Background: an optimization exercise with open tools, aiming at small area, a short achievable clock period and few clock cycles per item. Do not read the settings as production practice. In this exercise RTL edits were held to simulation tests only and were not proved equivalent to the original. Power figures rest on the tool's default switching activity, not on a simulated workload.

## flow/config.mk

```make
export PLATFORM = sky130hd
export DESIGN_NAME = frame_encoder
export DESIGN_NICKNAME = frame_encoder
export VERILOG_FILES = /design/flow/design.v
export SDC_FILE = /design/flow/constraint.sdc
export NUM_CORES = 4
export LEC_CHECK = 0
export CAP_MARGIN = 20
export CORE_MARGIN = 2
export CORE_UTILIZATION = 55
export CTS_BUF_LIST = sky130_fd_sc_hd__clkbuf_16
export CTS_CLUSTER_DIAMETER = 100
export CTS_CLUSTER_SIZE = 24
export SLEW_MARGIN = 20
```

## flow/constraint.sdc

```tcl
create_clock -name core_clock -period 11.0 [get_ports {clk}]
set_input_delay 2.2000 -clock core_clock [delete_from_list [all_inputs] [get_ports {clk}]]
set_output_delay 2.2000 -clock core_clock [all_outputs]
set_load 0.01 [all_outputs]
```

## flow/design.v

```verilog
module crc64_nvme_byte (
    input  wire [63:0] crc_in,
    input  wire [7:0]  data,
    output wire [63:0] crc_out
);
    wire [7:0] e = crc_in[7:0] ^ data;
    assign crc_out[0] = e[0] ^ e[2] ^ e[3] ^ e[4] ^ e[6] ^ e[7] ^ crc_in[8];
    assign crc_out[1] = e[1] ^ e[2] ^ e[5] ^ e[6] ^ crc_in[9];
    assign crc_out[2] = e[2] ^ e[3] ^ e[6] ^ e[7] ^ crc_in[10];
    assign crc_out[3] = e[0] ^ e[2] ^ e[6] ^ crc_in[11];
    assign crc_out[4] = e[0] ^ e[1] ^ e[3] ^ e[7] ^ crc_in[12];
    assign crc_out[5] = e[0] ^ e[1] ^ e[3] ^ e[6] ^ e[7] ^ crc_in[13];
    assign crc_out[6] = e[0] ^ e[1] ^ e[3] ^ e[6] ^ crc_in[14];
    assign crc_out[7] = e[1] ^ e[2] ^ e[4] ^ e[7] ^ crc_in[15];
    assign crc_out[8] = e[0] ^ e[4] ^ e[5] ^ e[6] ^ e[7] ^ crc_in[16];
    assign crc_out[9] = e[1] ^ e[2] ^ e[3] ^ e[4] ^ e[5] ^ crc_in[17];
    assign crc_out[10] = e[2] ^ e[3] ^ e[4] ^ e[5] ^ e[6] ^ crc_in[18];
    assign crc_out[11] = e[0] ^ e[3] ^ e[4] ^ e[5] ^ e[6] ^ e[7] ^ crc_in[19];
    assign crc_out[12] = e[1] ^ e[2] ^ e[3] ^ e[5] ^ crc_in[20];
    assign crc_out[13] = e[2] ^ e[3] ^ e[4] ^ e[6] ^ crc_in[21];
    assign crc_out[14] = e[3] ^ e[4] ^ e[5] ^ e[7] ^ crc_in[22];
    assign crc_out[15] = e[0] ^ e[2] ^ e[3] ^ e[5] ^ e[7] ^ crc_in[23];
    assign crc_out[16] = e[0] ^ e[1] ^ e[2] ^ e[7] ^ crc_in[24];
    assign crc_out[17] = e[1] ^ e[4] ^ e[6] ^ e[7] ^ crc_in[25];
    assign crc_out[18] = e[0] ^ e[3] ^ e[4] ^ e[5] ^ e[6] ^ crc_in[26];
    assign crc_out[19] = e[1] ^ e[4] ^ e[5] ^ e[6] ^ e[7] ^ crc_in[27];
    assign crc_out[20] = e[0] ^ e[3] ^ e[4] ^ e[5] ^ crc_in[28];
    assign crc_out[21] = e[0] ^ e[1] ^ e[4] ^ e[5] ^ e[6] ^ crc_in[29];
    assign crc_out[22] = e[1] ^ e[2] ^ e[5] ^ e[6] ^ e[7] ^ crc_in[30];
    assign crc_out[23] = e[4] ^ crc_in[31];
    assign crc_out[24] = e[5] ^ crc_in[32];
    assign crc_out[25] = e[6] ^ crc_in[33];
    assign crc_out[26] = e[7] ^ crc_in[34];
    assign crc_out[27] = e[2] ^ e[3] ^ e[4] ^ e[6] ^ e[7] ^ crc_in[35];
    assign crc_out[28] = e[0] ^ e[2] ^ e[5] ^ e[6] ^ crc_in[36];
    assign crc_out[29] = e[0] ^ e[1] ^ e[3] ^ e[6] ^ e[7] ^ crc_in[37];
    assign crc_out[30] = e[1] ^ e[3] ^ e[6] ^ crc_in[38];
    assign crc_out[31] = e[2] ^ e[4] ^ e[7] ^ crc_in[39];
    assign crc_out[32] = e[2] ^ e[4] ^ e[5] ^ e[6] ^ e[7] ^ crc_in[40];
    assign crc_out[33] = e[2] ^ e[4] ^ e[5] ^ crc_in[41];
    assign crc_out[34] = e[3] ^ e[5] ^ e[6] ^ crc_in[42];
    assign crc_out[35] = e[0] ^ e[4] ^ e[6] ^ e[7] ^ crc_in[43];
    assign crc_out[36] = e[1] ^ e[2] ^ e[3] ^ e[4] ^ e[5] ^ e[6] ^ crc_in[44];
    assign crc_out[37] = e[2] ^ e[3] ^ e[4] ^ e[5] ^ e[6] ^ e[7] ^ crc_in[45];
    assign crc_out[38] = e[0] ^ e[2] ^ e[5] ^ crc_in[46];
    assign crc_out[39] = e[0] ^ e[1] ^ e[3] ^ e[6] ^ crc_in[47];
    assign crc_out[40] = e[1] ^ e[2] ^ e[4] ^ e[7] ^ crc_in[48];
    assign crc_out[41] = e[4] ^ e[5] ^ e[6] ^ e[7] ^ crc_in[49];
    assign crc_out[42] = e[2] ^ e[3] ^ e[4] ^ e[5] ^ crc_in[50];
    assign crc_out[43] = e[3] ^ e[4] ^ e[5] ^ e[6] ^ crc_in[51];
    assign crc_out[44] = e[0] ^ e[4] ^ e[5] ^ e[6] ^ e[7] ^ crc_in[52];
    assign crc_out[45] = e[0] ^ e[1] ^ e[2] ^ e[3] ^ e[4] ^ e[5] ^ crc_in[53];
    assign crc_out[46] = e[0] ^ e[1] ^ e[2] ^ e[3] ^ e[4] ^ e[5] ^ e[6] ^ crc_in[54];
    assign crc_out[47] = e[0] ^ e[1] ^ e[2] ^ e[3] ^ e[4] ^ e[5] ^ e[6] ^ e[7] ^ crc_in[55];
    assign crc_out[48] = e[1] ^ e[5] ^ crc_in[56];
    assign crc_out[49] = e[0] ^ e[2] ^ e[6] ^ crc_in[57];
    assign crc_out[50] = e[0] ^ e[1] ^ e[3] ^ e[7] ^ crc_in[58];
    assign crc_out[51] = e[0] ^ e[1] ^ e[3] ^ e[6] ^ e[7] ^ crc_in[59];
    assign crc_out[52] = e[1] ^ e[3] ^ e[6] ^ crc_in[60];
    assign crc_out[53] = e[0] ^ e[2] ^ e[4] ^ e[7] ^ crc_in[61];
    assign crc_out[54] = e[0] ^ e[1] ^ e[2] ^ e[4] ^ e[5] ^ e[6] ^ e[7] ^ crc_in[62];
    assign crc_out[55] = e[1] ^ e[4] ^ e[5] ^ crc_in[63];
    assign crc_out[56] = e[0] ^ e[2] ^ e[5] ^ e[6];
    assign crc_out[57] = e[0] ^ e[1] ^ e[3] ^ e[6] ^ e[7];
    assign crc_out[58] = e[0] ^ e[1] ^ e[3] ^ e[6];
    assign crc_out[59] = e[0] ^ e[1] ^ e[2] ^ e[4] ^ e[7];
    assign crc_out[60] = e[0] ^ e[1] ^ e[4] ^ e[5] ^ e[6] ^ e[7];
    assign crc_out[61] = e[0] ^ e[1] ^ e[3] ^ e[4] ^ e[5];
    assign crc_out[62] = e[0] ^ e[1] ^ e[2] ^ e[4] ^ e[5] ^ e[6];
    assign crc_out[63] = e[1] ^ e[2] ^ e[3] ^ e[5] ^ e[6] ^ e[7];
endmodule
module frame_encoder (
    input  wire        clk,
    input  wire        rst,           
    input  wire        cmd_valid,
    output wire        cmd_ready,
    input  wire [63:0] cmd_content_len,
    input  wire [63:0] cmd_seg_size,
    input  wire [63:0] cmd_flags,
    output reg         rsp_valid,
    output reg  [7:0]  rsp_status,
    output reg  [7:0]  rsp_cause,
    output wire [63:0] rsp_msg_len,
    input  wire        in_valid,
    output wire        in_ready,
    input  wire [7:0]  in_data,
    output wire        out_valid,
    input  wire        out_ready,
    output wire [7:0]  out_data,
    output wire        done
);
    localparam [3:0] S_IDLE = 4'd0;    
    localparam [3:0] S_DIV  = 4'd1;    
    localparam [3:0] S_FIN1 = 4'd2;    
    localparam [3:0] S_MADD = 4'd3;    
    localparam [3:0] S_RESP = 4'd4;    
    localparam [3:0] S_MHDR = 4'd5;    
    localparam [3:0] S_SHDR = 4'd6;    
    localparam [3:0] S_CONT = 4'd7;    
    localparam [3:0] S_SFTR = 4'd8;    
    localparam [3:0] S_MFTR = 4'd9;    
    localparam [3:0] S_LOAD = 4'd10;   
    reg [3:0]  state;
    reg [4:0]  cnt;         
    reg [63:0] seg_size;    
    reg [63:0] x;           
    reg [63:0] rem;         
    reg [16:0] q;           
    reg [15:0] seg_num;
    reg        crc_on;
    reg        bad_flags;
    reg        len_big;
    reg        last_is_s;   
    reg [1:0]  madd_c;      
    reg        s_zero;      
    reg        early_err;   
    reg        empty;       
    reg        last_r;      
    reg        x_one_r;     
    reg [3:0]  n_prev;      
    reg [63:0] seg_crc;
    reg [63:0] msg_crc;
    reg        cmd_rdy;
    reg        active;      
    reg        ib_v, is_v, in_rdy;
    reg [7:0]  ib_d, is_d;
    reg        ob_v, ob_last, done_r;
    reg [7:0]  ob_d;
    assign cmd_ready   = cmd_rdy;
    assign in_ready    = in_rdy;
    assign out_valid   = ob_v;
    assign out_data    = ob_d;
    assign done        = done_r;
    assign rsp_msg_len = x;
    wire cmd_fire = cmd_valid & cmd_rdy;
    wire flush    = rst | cmd_fire;
    wire in_fire  = in_valid & in_rdy;
    wire [64:0] div_trial = {rem, q[16]};
    wire [65:0] div_diff  = {1'b0, div_trial} - {2'b0, seg_size};
    wire        div_ge    = ~div_diff[65];
    wire        rem_nz = |rem;
    wire [16:0] n_inc  = {1'b0, q[15:0]} + {16'd0, rem_nz};
    wire [15:0] n_segs = (n_inc[15:0] == 16'd0) ? 16'd1 : n_inc[15:0];
    wire [7:0]  a_byte = {seg_num[6:0], n_prev[3]};
    wire [7:0]  b_byte = crc_on ? {seg_num[3:0], n_prev[3:0]} : {seg_num[4:0], n_prev[3:1]};
    wire [4:0]  k_byte = (cnt[2:0] == 3'd0) ? (crc_on ? 5'd21 : 5'd13) : {3'd0, madd_c};
    wire [9:0]  x_lo_sum = {2'b0, x[7:0]} + {2'b0, a_byte} + {2'b0, b_byte} + {5'd0, k_byte};
    wire [63:0] x_rot    = {(state == S_MADD) ? x_lo_sum[7:0] : x[7:0], x[63:8]};
    wire        last_seg = last_r;
    wire [7:0]  x_byte   = x[7:0];
    wire        x_one    = x_one_r;
    wire        x_zero   = empty;
    wire        x_hi_z   = (x[63:2] == 62'd0);
    reg [7:0] frame_byte;
    always @(*) begin
        frame_byte = 8'h00;
        case (state)
            S_RESP: frame_byte = 8'h01;
            S_MHDR: case (cnt[3:0])
                4'd9:    frame_byte = {7'd0, crc_on};
                4'd10:   frame_byte = 8'h00;
                4'd11:   frame_byte = q[7:0];
                4'd12:   frame_byte = q[15:8];
                default: frame_byte = x_byte;
            endcase
            S_SHDR: case (cnt[3:0])
                4'd15:   frame_byte = seg_num[7:0];
                4'd0:    frame_byte = seg_num[15:8];
                default: frame_byte = x_byte;
            endcase
            S_CONT: frame_byte = ib_d;
            S_SFTR: frame_byte = ~seg_crc[7:0];
            S_MFTR: frame_byte = ~msg_crc[7:0];
            default: frame_byte = 8'h00;
        endcase
    end
    wire rsp_ok = ~early_err & ~x[63];
    wire can_push = ~ob_v | out_ready;
    wire streaming = (state == S_MHDR) | (state == S_SHDR) | (state == S_SFTR) |
                     (state == S_MFTR) | ((state == S_CONT) & ib_v);
    wire push     = can_push & (streaming | ((state == S_RESP) & rsp_ok));
    wire pop      = can_push & (state == S_CONT) & ib_v;
    wire msg_end  = ((state == S_MFTR) & (cnt[3:0] == 4'd8)) |
                    ((state == S_CONT) & x_one & ~crc_on & last_seg) |
                    ((state == S_SHDR) & (cnt[3:0] == 4'd8) & x_zero & ~crc_on);
    wire [63:0] seg_crc_next, msg_crc_next;
    crc64_nvme_byte u_seg_crc (.crc_in(seg_crc), .data(ib_d), .crc_out(seg_crc_next));
    crc64_nvme_byte u_msg_crc (.crc_in(msg_crc), .data(ib_d), .crc_out(msg_crc_next));
    always @(posedge clk) begin
        if (rst) begin
            state <= S_IDLE;
        end else if (cmd_fire) begin
            state <= S_LOAD;
        end else begin
            case (state)
                S_LOAD: begin
                    cnt   <= 5'd0;
                    state <= S_DIV;
                end
                S_DIV: begin
                    cnt <= cnt + 5'd1;
                    if (cnt == 5'd16) state <= S_FIN1;
                end
                S_FIN1: begin
                    cnt   <= 5'd0;
                    state <= S_MADD;
                end
                S_MADD: begin
                    cnt <= cnt + 5'd1;
                    if (cnt[2:0] == 3'd7) state <= S_RESP;
                end
                S_RESP: begin
                    cnt   <= 5'd1;
                    state <= rsp_ok ? S_MHDR : S_IDLE;
                end
                S_MHDR: if (push) begin
                    if (cnt[3:0] == 4'd12) begin
                        cnt   <= 5'd15;
                        state <= S_SHDR;
                    end else
                        cnt <= cnt + 5'd1;
                end
                S_SHDR: if (push) begin
                    if (cnt[3:0] == 4'd8) begin
                        cnt <= 5'd1;
                        if (!x_zero)     state <= S_CONT;
                        else if (crc_on) state <= S_SFTR;
                        else             state <= S_IDLE;
                    end else
                        cnt <= {1'b0, cnt[3:0] + 4'd1};
                end
                S_CONT: if (push && x_one) begin
                    cnt <= crc_on ? 5'd1 : 5'd15;
                    if (crc_on)        state <= S_SFTR;
                    else if (last_seg) state <= S_IDLE;
                    else               state <= S_SHDR;
                end
                S_SFTR: if (push) begin
                    if (cnt[3:0] == 4'd8) begin
                        cnt   <= last_seg ? 5'd1 : 5'd15;
                        state <= last_seg ? S_MFTR : S_SHDR;
                    end else
                        cnt <= cnt + 5'd1;
                end
                S_MFTR: if (push) begin
                    if (cnt[3:0] == 4'd8) state <= S_IDLE;
                    else                  cnt <= cnt + 5'd1;
                end
                default: ;
            endcase
        end
    end
    always @(posedge clk) begin
        if (cmd_fire) begin
            seg_size  <= cmd_seg_size;
            x         <= cmd_content_len;
            crc_on    <= cmd_flags[0];
            bad_flags <= |cmd_flags[63:1];
            len_big   <= cmd_content_len[63];
        end else begin
            case (state)
                S_LOAD: begin
                    rem <= {17'd0, x[63:17]};
                    q   <= x[16:0];
                end
                S_DIV: begin
                    s_zero <= (seg_size == 64'd0);
                    rem <= div_ge ? div_diff[63:0] : div_trial[63:0];
                    q   <= {q[15:0], div_ge};
                end
                S_FIN1: begin
                    q         <= {q[16] | n_inc[16], n_segs};
                    seg_num   <= n_segs;
                    n_prev    <= 4'd0;
                    last_is_s <= ~rem_nz & (q[15:0] != 16'd0);
                    empty     <= ~rem_nz & (q[15:0] == 16'd0);
                end
                S_MADD: begin
                    x         <= x_rot;
                    madd_c    <= x_lo_sum[9:8];
                    seg_num   <= {8'd0, seg_num[15:8]};
                    n_prev    <= seg_num[7:4];
                    early_err <= s_zero | bad_flags | len_big | q[16];
                end
                S_MHDR: if (push) begin
                    if (cnt[3:0] == 4'd12) seg_num <= 16'd1;
                    if (cnt[3:0] <= 4'd8) x <= x_rot;
                end
                S_SHDR: if (push) begin
                    if (cnt[3:0] == 4'd0)
                        x <= (last_seg && !last_is_s) ? rem : seg_size;
                    else if (cnt[3:0] != 4'd15)
                        x <= x_rot;
                    if (cnt[3:0] == 4'd1)
                        x_one_r <= x_hi_z & (x[1:0] == 2'd1);
                end
                S_CONT: if (pop) begin
                    x       <= x - 64'd1;
                    x_one_r <= x_hi_z & (x[1:0] == 2'd2);
                end
                default: ;
            endcase
            last_r <= (seg_num == q[15:0]);
            if (((state == S_CONT) && push && x_one && !crc_on && !last_seg) ||
                ((state == S_SFTR) && push && cnt[3:0] == 4'd8 && !last_seg))
                seg_num <= seg_num + 16'd1;
        end
    end
    always @(posedge clk) begin
        if (pop)
            msg_crc <= msg_crc_next;
        else if (push && (state == S_MHDR || state == S_MFTR))
            msg_crc <= {8'hFF, msg_crc[63:8]};
        if (pop)
            seg_crc <= seg_crc_next;
        else if (push && (state == S_MHDR || state == S_SFTR))
            seg_crc <= {8'hFF, seg_crc[63:8]};
    end
    always @(posedge clk) begin
        rsp_valid <= 1'b0;
        if (rst) begin
            cmd_rdy <= 1'b1;
            done_r  <= 1'b0;
            active  <= 1'b0;
        end else begin
            if (cmd_fire) begin
                cmd_rdy <= 1'b0;
                done_r  <= 1'b0;
                active  <= 1'b0;
            end else begin
                if (ob_v && out_ready && ob_last) done_r <= 1'b1;
                if (state == S_RESP) begin
                    cmd_rdy   <= 1'b1;
                    rsp_valid <= 1'b1;
                    active    <= rsp_ok;
                    if (s_zero) begin
                        rsp_status <= 8'd4; rsp_cause <= 8'h40;
                    end else if (bad_flags) begin
                        rsp_status <= 8'd1; rsp_cause <= 8'h13;
                    end else if (len_big) begin
                        rsp_status <= 8'd4; rsp_cause <= 8'h41;
                    end else if (q[16]) begin
                        rsp_status <= 8'd4; rsp_cause <= 8'h42;
                    end else if (x[63]) begin
                        rsp_status <= 8'd4; rsp_cause <= 8'h43;
                    end else begin
                        rsp_status <= 8'd0; rsp_cause <= 8'h00;
                    end
                end
                if (push && msg_end) active <= 1'b0;
            end
        end
    end
    reg ib_v_n, is_v_n;
    always @(*) begin
        ib_v_n = ib_v;
        is_v_n = is_v;
        if (flush) begin
            ib_v_n = 1'b0;
            is_v_n = 1'b0;
        end else if (!ib_v || pop) begin
            ib_v_n = is_v | in_fire;
            is_v_n = 1'b0;
        end else if (in_fire) begin
            is_v_n = 1'b1;
        end
    end
    wire active_n = ~flush & (((state == S_RESP) & rsp_ok) |
                              (active & ~(push & msg_end)));
    always @(posedge clk) begin
        ib_v   <= ib_v_n;
        is_v   <= is_v_n;
        in_rdy <= active_n & ~is_v_n;
        if (!ib_v || pop)
            ib_d <= is_v ? is_d : in_data;
        if (in_fire && ib_v && !pop)
            is_d <= in_data;
    end
    always @(posedge clk) begin
        if (flush) begin
            ob_v <= 1'b0;
        end else if (can_push) begin
            ob_v    <= push;
            ob_d    <= frame_byte;
            ob_last <= msg_end;
        end
    end
endmodule
```

## flow/flow/run.sh

```bash
#!/bin/bash
# The standard ORFS layout (standard.sh, synthesis unchanged) with:
#  - repair_timing asked for extra setup slack, so gates are sized for speed;
#  - port buffers made of sky130_fd_sc_hd__buf_1 instead of the default delay-cell buffer.
# Each step's full output goes to flow_standard.log (and orfs/logs/).
set -euo pipefail
bash standard.sh SETUP_SLACK_MARGIN=6.8 "BUFFER_PORTS_ARGS=-buffer_cell sky130_fd_sc_hd__buf_1" finish > flow_standard.log 2>&1
```

## flow/standard.sh

```bash
#!/bin/bash
# synth_recipe.tcl (not shown) runs the flow's synth.tcl, then flattens the netlist and writes it again
# the make line also repeats each setting of config.mk as NAME=value (left out here)
make -C /OpenROAD-flow-scripts/flow DESIGN_CONFIG=/design/flow/config.mk WORK_HOME=/design/flow/orfs CLKGATE_MAP_FILE= SYNTH_SCRIPT=/design/flow/synth_recipe.tcl "${@:-finish}"
```

==> results.tsv <==
stage	metric	value	unit
status	outcome	no timing/DRC/antenna violations	
global_routing	vias in the first global route	23577	
global_routing	GRT Residual Overflow	0	
power_and_ir_drop	Cell Pwr Density	184	nW/um^2
global_routing	initial antenna violation count	2	
yosys	ys flop type	edfxtp_1	
placement	pre-CTS WS	5780	ps
worst_setup_path	crit path max fanout	6	
finish	Nets	3523	
sta	final critical-path share of the clock period	38.1	%
clocking	Clock Path Buffers	3	
yosys	Synth warnings	1	
clocking	H-tree Lvls	1	
yosys	syn_area_per_cell	9.33	sq um
sta	Setup TNS	0	ps
finish	number of non-filler instances in the completed layout	3919	
floorplan	Die H	231	microns
route	Residual DRC	0	
clocking	CTS sink cnt	415	
placement	Placed Cells incl. Taps	3853	
flow_run	max_cap viols	0	
worst_hold_path	hold path cells	2	
route	highest routed layer	met4	
placement	hpwl dp	75.3	mm
sta	worst-margin pin slew	1110	ps
finish	share of layout cells above drive strength 1	5.65	%
sta	Setup-failing EPs final	0	
placement	DP Area	29900	sq um
sta	PnR worst setup slack	6810	ps
route	antenna viol nets, final	0	
sta	Clock Skew	49.4	ps
clocking	Root Driver	clkbuf_16	
floorplan	die width	231	microns
route	DRT Wirelength	101	mm
clocking	Reg clk slew, reported paths	110	ps
worst_setup_path	WS Path Type	reg -> reg	
route	drt first pass iters	8	
worst_setup_path	internal reg-to-reg setup slack	6810	ps
yosys	synth unique cells	80	
sta	Pins Over Slew Limit	0	
worst_hold_path	Hold Path Class	reg -> reg	
floorplan	Initial Util	55.3	%
sta	RSZ-0062 raised after global routing	true	
power_and_ir_drop	peak supply drop	0.139	mV
finish	Area Growth Syn to Fin	9.85	%
floorplan	Die Footprint	53200	sq um
worst_setup_path	CP Capture Type	flip-flop	
global_routing	Total GRT Usage	37.0	%
yosys	adder-cell share of the synthesized area	4.80	%
yosys	Netlist Area Pre-Place	28200	sq um
sta	Final min period	4190	ps
power_and_ir_drop	leak pwr	0.0109	uW
route	number of vias per cell	6.43	
yosys	sequential-to-total area share from yosys stat	43.7	%
finish	Register Area	12300	sq um
route	met3 wire length	12.2	mm
route	vias after detailed routing	25184	
worst_setup_path	reg2reg path depth	16	
yosys	mux contribution to synthesized area	1.21	%
sta	final hold vios	0	
route	initial DRC count	3666	
worst_hold_path	hold endpoint	done_r	
yosys	asr flop ratio synth	0	%
finish	Multi-input gate area	15000	sq um
yosys	Synth Instances	3029	
floorplan	core area	51100	sq um
sta	fmax	0.239	GHz
placement	PortBufs	287	
route	routed len/inst	25.7	microns
yosys	Post-Synth XOR/XNOR Area	13.4	%
finish	Filler Cells Inserted	4511	
route	WL met2	43.1	mm
floorplan	I/O pin cnt	298	
placement	placer congestion estimate	0.973	
sta	Max transition margin	25.7	%
worst_setup_path	worst r2r dst	x[63]	
finish	final instance area	31000	sq um
floorplan	# rows	83	
clocking	CTS tree	done	
worst_setup_path	Worst Path Required	11370	ps
yosys	Post-Synth Simple-Gate Area	16.3	%
clocking	Hold-fix buffers, CTS	0	
clocking	cts bufs inserted	25	
worst_setup_path	Critical R2R Launch	crc_on	
clocking	worst skew pair latency	630	ps
route	metal1 wirelength	41.6	mm
yosys	register bit total from synthesis	415	
global_routing	largest net degree at the start of global routing	99	
worst_hold_path	Hold Path Origin	done_r	
yosys	largest family of logic cells by synthesized area	simple AND/OR/NAND/NOR gates	
worst_setup_path	Critical Path Source Type	flip-flop	
yosys	compound-gate portion of the synthesized area	16.1	%
worst_setup_path	CP Data Arrival Time	4560	ps
global_routing	global-route wire length before repair	149	mm
yosys	number of synthesized flops with an enable pin	403	
-- kinds of logic (layout without fill, tap and decap cells) --
logic type      Yosys count  after routing
simple gates            999            999
compound gates          737            737
xor+xnor                432            432
flops                   415            415
buf+inv                 312            511
fa+ha+maj               100            100
mux                      33             33
other cells               1             12
-- how the worst max path moves through the flow --
| stage | from | endpoint | slack [ps] | cells after the start |
|---|---|---|---|---|
| after floorplan | cmd_valid | q[0] | 6250 | 3 |
| after global routing | crc_on | x[63] | 6600 | 16 |
| after detailed placement | cmd_valid | cnt[1] | 5780 | 6 |
| final | crc_on | x[63] | 6810 | 16 |
| after CTS | rem[10] | rem[36] | 6740 | 13 |
| after global placement | cmd_valid | cnt[1] | 5890 | 6 |
-- report_power, final --
part	internal [uW]	switching (uW)	total, uW
Combinational	845	1420	2260
Clock	460	620	1080
Sequential	2020	341	2370
Total	3330	2380	5710
-- placed cells by master (no fill, tap or decap), drive strengths merged, types with 39 or more instances in the layout --
master,n
nor4,72
nand3,56
nand4,39
buf,345
nor2,226
ha,86
inv,135
xnor2,292
a221oi,52
edfxtp,403
nand2,430
nor3,57
o21ai,175
a21oi,267
xor2,140
-- Yosys cell counts (all sizes together) (6+ instances only) --
cell type	count	area, sq um
a2111oi	6	52.6
a211oi	14	105
a21o	31	233
a21oi	267	1340
a221o	7	70.1
a221oi	52	455
a222oi	9	90.1
a22oi	26	195
a31oi	26	163
and2	12	75.1
and3	11	68.8
buf	30	179
clkbuf	163	612
dfxtp	12	240
edfxtp	403	12100
fa	14	280
ha	86	1080
inv	119	447
mux2	9	101
mux2i	24	240
nand2	430	1620
nand2b	23	144
nand3	56	280
nand4	39	244
nor2	226	865
nor2b	16	100
nor3	57	295
nor4	72	469
o211ai	25	193
o21a	12	90.1
o21ai	175	876
o21bai	16	120
o221ai	9	78.8
o22ai	13	81.3
o31ai	13	97.6
or3	19	139
or4	16	131
xnor2	292	2570
xor2	140	1230
-- area by class of cell --
type	count	area share (%)
multi-input combinational	2311	48.3
sequential	415	39.8
timing repair buffer	346	5.00
tap	680	2.74
clock buffer	26	2.10
inverter	119	1.45
clock inverter	20	0.609
antenna	2	0.0161
-- layer usage --
metal / vias to the layer above / GRT usage, %
li1: 11279 / -
met1: 12189 / 54.3
met2: 1541 / 55.0
met3: 175 / 7.41
met4: 0 / 12.1
met5: - / 0
-- through the flow --
step	util, %	total power, uW	hold WS (ps)
2_1_floorplan	-	3810	473
3_3_place_gp	58.5	4500	489
3_5_place_dp	58.5	4530	497
4_1_cts	60.3	5610	530
5_1_grt	60.7	5970	561
6_report	60.7	5710	542
-- worst max-delay path, cell delays in order (launching register included) --
cell	delay, ps
edfxtp_1	560
mux2i_1	310
fa_1	460
inv_1	80
fa_1	420
ha_2	210
fa_2	400
a21o_1	170
a21o_1	170
a21o_1	180
a21oi_2	170
xor2_1	180
o21ai_1	110
o21ai_1	160
o31ai_2	120
a21oi_1	180
a21oi_1	80
-- sequential cells by signal (all words and copies together) (netlist names), 2 cells and up --
name and cells:
rsp_cause 3, n_prev 4, seg_crc 64, state 4, x 64, seg_size 64, cnt 5, ob_d 8
ib_d 8, msg_crc 64, madd_c 2, seg_num 16, rem 64, rsp_status 2, q 17, is_d 8
-- repair_timing --
item | CTS | global route
setup buffers | 7 | 11
pin swaps | 1 | 14
gates resized for setup | 15 | 29
endpoints found under the setup margin | 31 | 155
endpoints found under the hold margin | 0 | 0
Testbench counts, summed over its fixed seeds: cycles 92,423, items 87,783.

[separate check: timing with driven ports]
How much do the figures lean on ideal ports? The routed layout below was timed once more, with nothing changed but the port constraints. Step 1 assumes that a clkbuf_16 drives the clock port and a buf_2 every other input. Step 2 moves the port delays by t, midway between the first and last clock arrival at a register: inputs arrive t later, outputs are due t later. That takes back most of the time a late clock gives input paths. Three values: ideal ports, drivers, drivers and shift; two values: the first two.
t (ns): 0.669
setup WS [ns]: 6.812 / 6.812 / 6.270
hold slack, ns: 0.542 / 0.542 / 0.542
latest minus earliest clock arrival (ns): 0.049 / 0.049
slew at the worst register clock pin (ns): 0.11 / 0.11
After both steps setup and hold are still met in this run. For this run, drivers alone change the setup slack by 0.000 ns; drivers and shift together by -0.542 ns.
